This design comes from an exercise in tuning for small area, a short achievable clock period and few clock cycles on the open sky130 flow, not from production work.
In this exercise RTL edits were held to simulation tests only and were not proved equivalent to the original.
No activity file was given, so power comes from the tool's default toggle rates.

== old ==
==> flow/design.v (excerpt) <==
module cmpsc_expand (
    input  wire        clk,
    input  wire        rst,
    input  wire        start,
    input  wire [3:0]  cdss,
    input  wire [18:0] origin_pg,      
    input  wire [2:0]  cbn_in,
    input  wire [30:0] src_addr_in,
    input  wire [31:0] src_len_in,
    input  wire [30:0] dst_addr_in,
    input  wire [31:0] dst_len_in,
    input  wire [31:0] budget,
    output reg         busy,
    output reg         done,
    output reg  [2:0]  status,
    output reg  [2:0]  cbn_out,
    output reg  [30:0] src_addr_out,
    output reg  [31:0] src_len_out,
    output reg  [30:0] dst_addr_out,
    output reg  [31:0] dst_len_out,
    output reg         mem_req,
    output reg         mem_we,
    output reg  [27:0] mem_addr,
    output wire [63:0] mem_wdata,
    output wire [7:0]  mem_wstrb,
    input  wire        mem_gnt,
    input  wire        mem_rvalid,
    input  wire [63:0] mem_rdata
);
Size in the first run: about 3800 cells after synthesis, about 610 flip-flops, ~490 I/O pins, ~37000 um2 of cells after synthesis.
==> flow/config.mk <==
export PLATFORM = sky130hd
export DESIGN_NAME = cmpsc_expand
export DESIGN_NICKNAME = cmpsc_expand
export VERILOG_FILES = /design/flow/design.v
export SDC_FILE = /design/flow/constraint.sdc
export NUM_CORES = 4
export LEC_CHECK = 0
export ABC_CLOCK_PERIOD_IN_PS = 4000
export CAP_MARGIN = 20
export CORE_MARGIN = 2
export CORE_UTILIZATION = 50
export PLACE_DENSITY = 0.7
export SETUP_SLACK_MARGIN = 5
export SLEW_MARGIN = 20
==> flow/constraint.sdc <==
create_clock -name core_clock -period 10.0 [get_ports {clk}]
set_input_delay 2.0000 -clock core_clock [delete_from_list [all_inputs] [get_ports {clk}]]
set_output_delay 2.0000 -clock core_clock [all_outputs]
set_load 0.01 [all_outputs]
standard.sh (not shown) runs the stock make flow with config.mk's settings and CLKGATE_MAP_FILE= SYNTH_SCRIPT=/design/flow/synth_recipe.tcl, a recipe that flattens the netlist after the stock synthesis.
==> flow/flow/run.sh <==
#!/bin/bash
# The standard ORFS flow (standard synthesis included), with these changes:
# - the resizer may swap cells of a different footprint (so the port
#   buffers can be resized),
# - every input and output port still gets a buffer, a plain buf_1,
# - the clock tree is built from smaller buffers (clkbuf_4, clkbuf_8 at the
#   root), without dummy loads.
# make's output goes to layout.log; ORFS keeps each step's log under orfs/logs.
set -o pipefail
bash standard.sh \
    MATCH_CELL_FOOTPRINT=0 \
    SETUP_SLACK_MARGIN=6.4 \
    "BUFFER_PORTS_ARGS=-buffer_cell sky130_fd_sc_hd__buf_1" \
    "CTS_ARGS=-sink_clustering_enable -repair_clock_nets -buf_list sky130_fd_sc_hd__clkbuf_4 -root_buf sky130_fd_sc_hd__clkbuf_8 -dont_use_dummy_load" \
    finish > layout.log 2>&1
old: PASS, flow complete, no timing, DRC or antenna violations
Testbench counts of old, summed over its fixed seeds: cycles 31,270.
Modified inputs, new compared to old
diff --git a/flow/flow/run.sh b/flow/flow/run.sh
--- a/flow/flow/run.sh
+++ b/flow/flow/run.sh
@@ -11,3 +11,3 @@
     MATCH_CELL_FOOTPRINT=0 \
-    SETUP_SLACK_MARGIN=6.4 \
+    SETUP_SLACK_MARGIN=6.5 \
     "BUFFER_PORTS_ARGS=-buffer_cell sky130_fd_sc_hd__buf_1" \
diff --git a/flow/config.mk b/flow/config.mk
--- a/flow/config.mk
+++ b/flow/config.mk
@@ -10,4 +10,4 @@
 export CORE_MARGIN = 2
-export CORE_UTILIZATION = 50
-export PLACE_DENSITY = 0.7
+export CORE_UTILIZATION = 55
+export PLACE_DENSITY = 0.65
 export SETUP_SLACK_MARGIN = 5
Results
- In the tables for new and old, minimum period implied by the final worst setup slack reads lower with new.
- new vs old: non-clock buffer contribution to total cell area up
- DRC violations left came out exactly the same in new and old.
- old → new: minimum setup slack in the final design higher; total power rose 0.97%.
- Compare new and old | portion of the clock cycle consumed by the worst path in the final layout lower: new

---

Setup of zinc:
Another version of the RTL of cmpsc_expand (not shown whole).
Size in the first run: roughly 3700 cells after synthesis, ~600 flip-flops, about 490 I/O pins, ~36000 µm² of cells after synthesis.
clock: 10.0 ns
lec_check: 0
abc_clock_period_in_ps: 4000
cap_margin: 20
core_margin: 2
core_utilization: 55
place_density: 0.7
setup_slack_margin: 5
slew_margin: 20
==> flow/flow/run.sh <==
#!/bin/bash
# The standard ORFS flow (standard synthesis included), with these changes:
# - the resizer may swap cells of a different footprint (so the port
#   buffers can be resized),
# - every input and output port still gets a buffer, a plain buf_1.
# make's output goes to layout.log; ORFS keeps each step's log under orfs/logs.
set -o pipefail
bash standard.sh \
    MATCH_CELL_FOOTPRINT=0 \
    SETUP_SLACK_MARGIN=6.5 \
    "BUFFER_PORTS_ARGS=-buffer_cell sky130_fd_sc_hd__buf_1" \
    finish > layout.log 2>&1
zinc was carried through to the last stage, and its layout satisfied the timing, design-rule and antenna checks.
Testbench counts of zinc, summed over its fixed seeds: cycles 31,960.
Here is what was changed in the inputs of ember compared with zinc.
==> flow/flow/run.sh <==
#!/bin/bash
# The standard ORFS flow (standard synthesis included), with these changes:
# - the resizer may swap cells of a different footprint (so the port
#   buffers can be resized),
# - every input and output port still gets a buffer, a plain buf_1,
# - the clock tree is built from smaller buffers (clkbuf_4, clkbuf_8 at the
#   root), without dummy loads.
# make's output goes to layout.log; ORFS keeps each step's log under orfs/logs.
set -o pipefail
bash standard.sh \
    MATCH_CELL_FOOTPRINT=0 \
    SETUP_SLACK_MARGIN=6.5 \
    "BUFFER_PORTS_ARGS=-buffer_cell sky130_fd_sc_hd__buf_1" \
    "CTS_ARGS=-sink_clustering_enable -repair_clock_nets -buf_list sky130_fd_sc_hd__clkbuf_4 -root_buf sky130_fd_sc_hd__clkbuf_8 -dont_use_dummy_load" \
    finish > layout.log 2>&1
ember finished end to end and its layout was clean on timing, DRC and antenna.
NOTE: share of the core filled with cells in the final layout in ember falls short of that of zinc
Number of buffers inserted to repair setup after CTS, zinc and ember, lower one = zinc.
Compared with zinc, ember shows a lower number of instances resized during post-cts repair.
| combined global-route utilization of all metal layers | zinc vs ember | ≈ equal |
Changes observed in ember relative to zinc: instance count on the critical path moved up, proportion of layout cells with a drive suffix above 1 moved up.
Per the comparison of ember with zinc, maximum achievable frequency climbed about 1.7%, final worst setup slack increased 0.061 ns, final non-filler cell area decreased 710 µm², transition at the pin with the smallest max-transition slack fell by 0.011 ns.
ember — non-clock buffer count about 8% higher, zinc as reference

---

Another version of the RTL of cmpsc_expand (not shown whole).
For scale: about 3,800 cells after synthesis, roughly 600 flip-flops, about 37,000 sq um of cells after synthesis.
==> flow/config.mk <==
export PLATFORM = sky130hd
export DESIGN_NAME = cmpsc_expand
export DESIGN_NICKNAME = cmpsc_expand
export VERILOG_FILES = /design/flow/design.v
export SDC_FILE = /design/flow/constraint.sdc
export NUM_CORES = 4
export LEC_CHECK = 0
export ABC_CLOCK_PERIOD_IN_PS = 4000
export CAP_MARGIN = 20
export CORE_MARGIN = 2
export CORE_UTILIZATION = 55
export PLACE_DENSITY = 0.7
export SETUP_SLACK_MARGIN = 5
export SLEW_MARGIN = 20
==> flow/constraint.sdc <==
create_clock -name core_clock -period 10.0 [get_ports {clk}]
set_input_delay 2.0000 -clock core_clock [delete_from_list [all_inputs] [get_ports {clk}]]
set_output_delay 2.0000 -clock core_clock [all_outputs]
set_load 0.01 [all_outputs]
==> flow/flow/run.sh <==
#!/bin/bash
# The standard ORFS flow (standard synthesis included), with these changes:
# - the resizer may swap cells of a different footprint (so the port
#   buffers can be resized),
# - every input and output port still gets a buffer, a plain buf_1,
# - the clock tree is built from smaller buffers (clkbuf_4, clkbuf_8 at the
#   root), without dummy loads.
# make's output goes to layout.log; ORFS keeps each step's log under orfs/logs.
set -o pipefail
bash standard.sh \
    MATCH_CELL_FOOTPRINT=0 \
    SETUP_SLACK_MARGIN=6.2 \
    "BUFFER_PORTS_ARGS=-buffer_cell sky130_fd_sc_hd__buf_1" \
    "CTS_ARGS=-sink_clustering_enable -repair_clock_nets -buf_list sky130_fd_sc_hd__clkbuf_4 -root_buf sky130_fd_sc_hd__clkbuf_8 -dont_use_dummy_load" \
    finish > layout.log 2>&1
The baseline finished with timing, DRC and antenna clean.
Testbench counts at the start, summed over its fixed seeds: cycles 31,584.
==> next run, changes <==
--- a/flow/flow/run.sh
+++ b/flow/flow/run.sh
@@ -11,3 +11,3 @@
     MATCH_CELL_FOOTPRINT=0 \
-    SETUP_SLACK_MARGIN=6.2 \
+    SETUP_SLACK_MARGIN=6.8 \
     "BUFFER_PORTS_ARGS=-buffer_cell sky130_fd_sc_hd__buf_1" \
What happened:
- critical path depth stays the same
- clock power is about the same
- global-route usage rose by 2.3 points
- utilization rose by 8.3 points
- setup slack gains 0.15 ns
- final area rose by roughly a tenth
==> next run, changes <==
--- a/flow/flow/run.sh
+++ b/flow/flow/run.sh
@@ -11,3 +11,3 @@
     MATCH_CELL_FOOTPRINT=0 \
-    SETUP_SLACK_MARGIN=6.8 \
+    SETUP_SLACK_MARGIN=6.5 \
     "BUFFER_PORTS_ARGS=-buffer_cell sky130_fd_sc_hd__buf_1" \
CORE_UTILIZATION = 65   (was 55)
PLACE_DENSITY = 0.75   (was 0.7)
Effect: Non-clock buffer count shrinks by 234. Via count went down by 5.7%. Power fell by 6.5%. Maximum frequency grows by 0.34%. Core utilization came out higher by 5.8 points. Clock-buffer cell count drops by 6. Routed wire length decreases by 10%. Hold slack degrades by 0.023 ns. Global-route usage is higher by 3.5 points. Die area goes down by 15%. Setup slack improves by 0.012 ns.
==> next run, changes <==
CORE_UTILIZATION = 55   (was 65)
PLACE_DENSITY = 0.7   (was 0.75)
Outcome: Clock power rises by about 4%; clock skew rises by 0.033 ns; worst setup slack gets better by 0.066 ns; count of clock-buffer cells in the layout rises by 10; final area rises by 0.90%; cell count rises by 2.8%; via count rises by 0.49%.

[separate check: timing with driven ports]
In the flow no input, the clock included, has a driving cell. The finished layouts below were timed again as built, in two steps.
Step 1: set_driving_cell puts a clkbuf_16 on clk and a buf_2 on each other input, an assumption about the parent block.
Step 2 also shifts input and output timing later by t, the mid clock arrival at the registers, as if the neighbouring blocks saw the same clock.
Three values: ideal ports, drivers, drivers and shift; two values: the first two.
run | t (ns) | slack for setup (ns) | hold WS [ns]
old | 0.876 | 6.309 / 6.311 / 5.435 | 0.453 / 0.453 / 0.453
new | 0.848 | 6.328 / 6.334 / 5.486 | 0.465 / 0.465 / 0.465
zinc | 0.679 | 6.408 / 6.397 / 5.717 | 0.453 / 0.453 / 0.453
ember | 0.832 | 6.469 / 6.401 / 5.666 | 0.448 / 0.448 / 0.448
the first run of note 3 | 0.840 | 6.208 / 6.198 / 5.358 | 0.458 / 0.458 / 0.458
the second run of note 3 | 0.858 | 6.359 / 6.343 / 5.485 | 0.479 / 0.479 / 0.479
the third run of note 3 | 0.849 | 6.372 / 6.383 / 5.534 | 0.457 / 0.457 / 0.457
the fourth run of note 3 | 0.837 | 6.437 / 6.404 / 5.578 | 0.454 / 0.454 / 0.454
After both steps setup and hold are still met in every run listed.
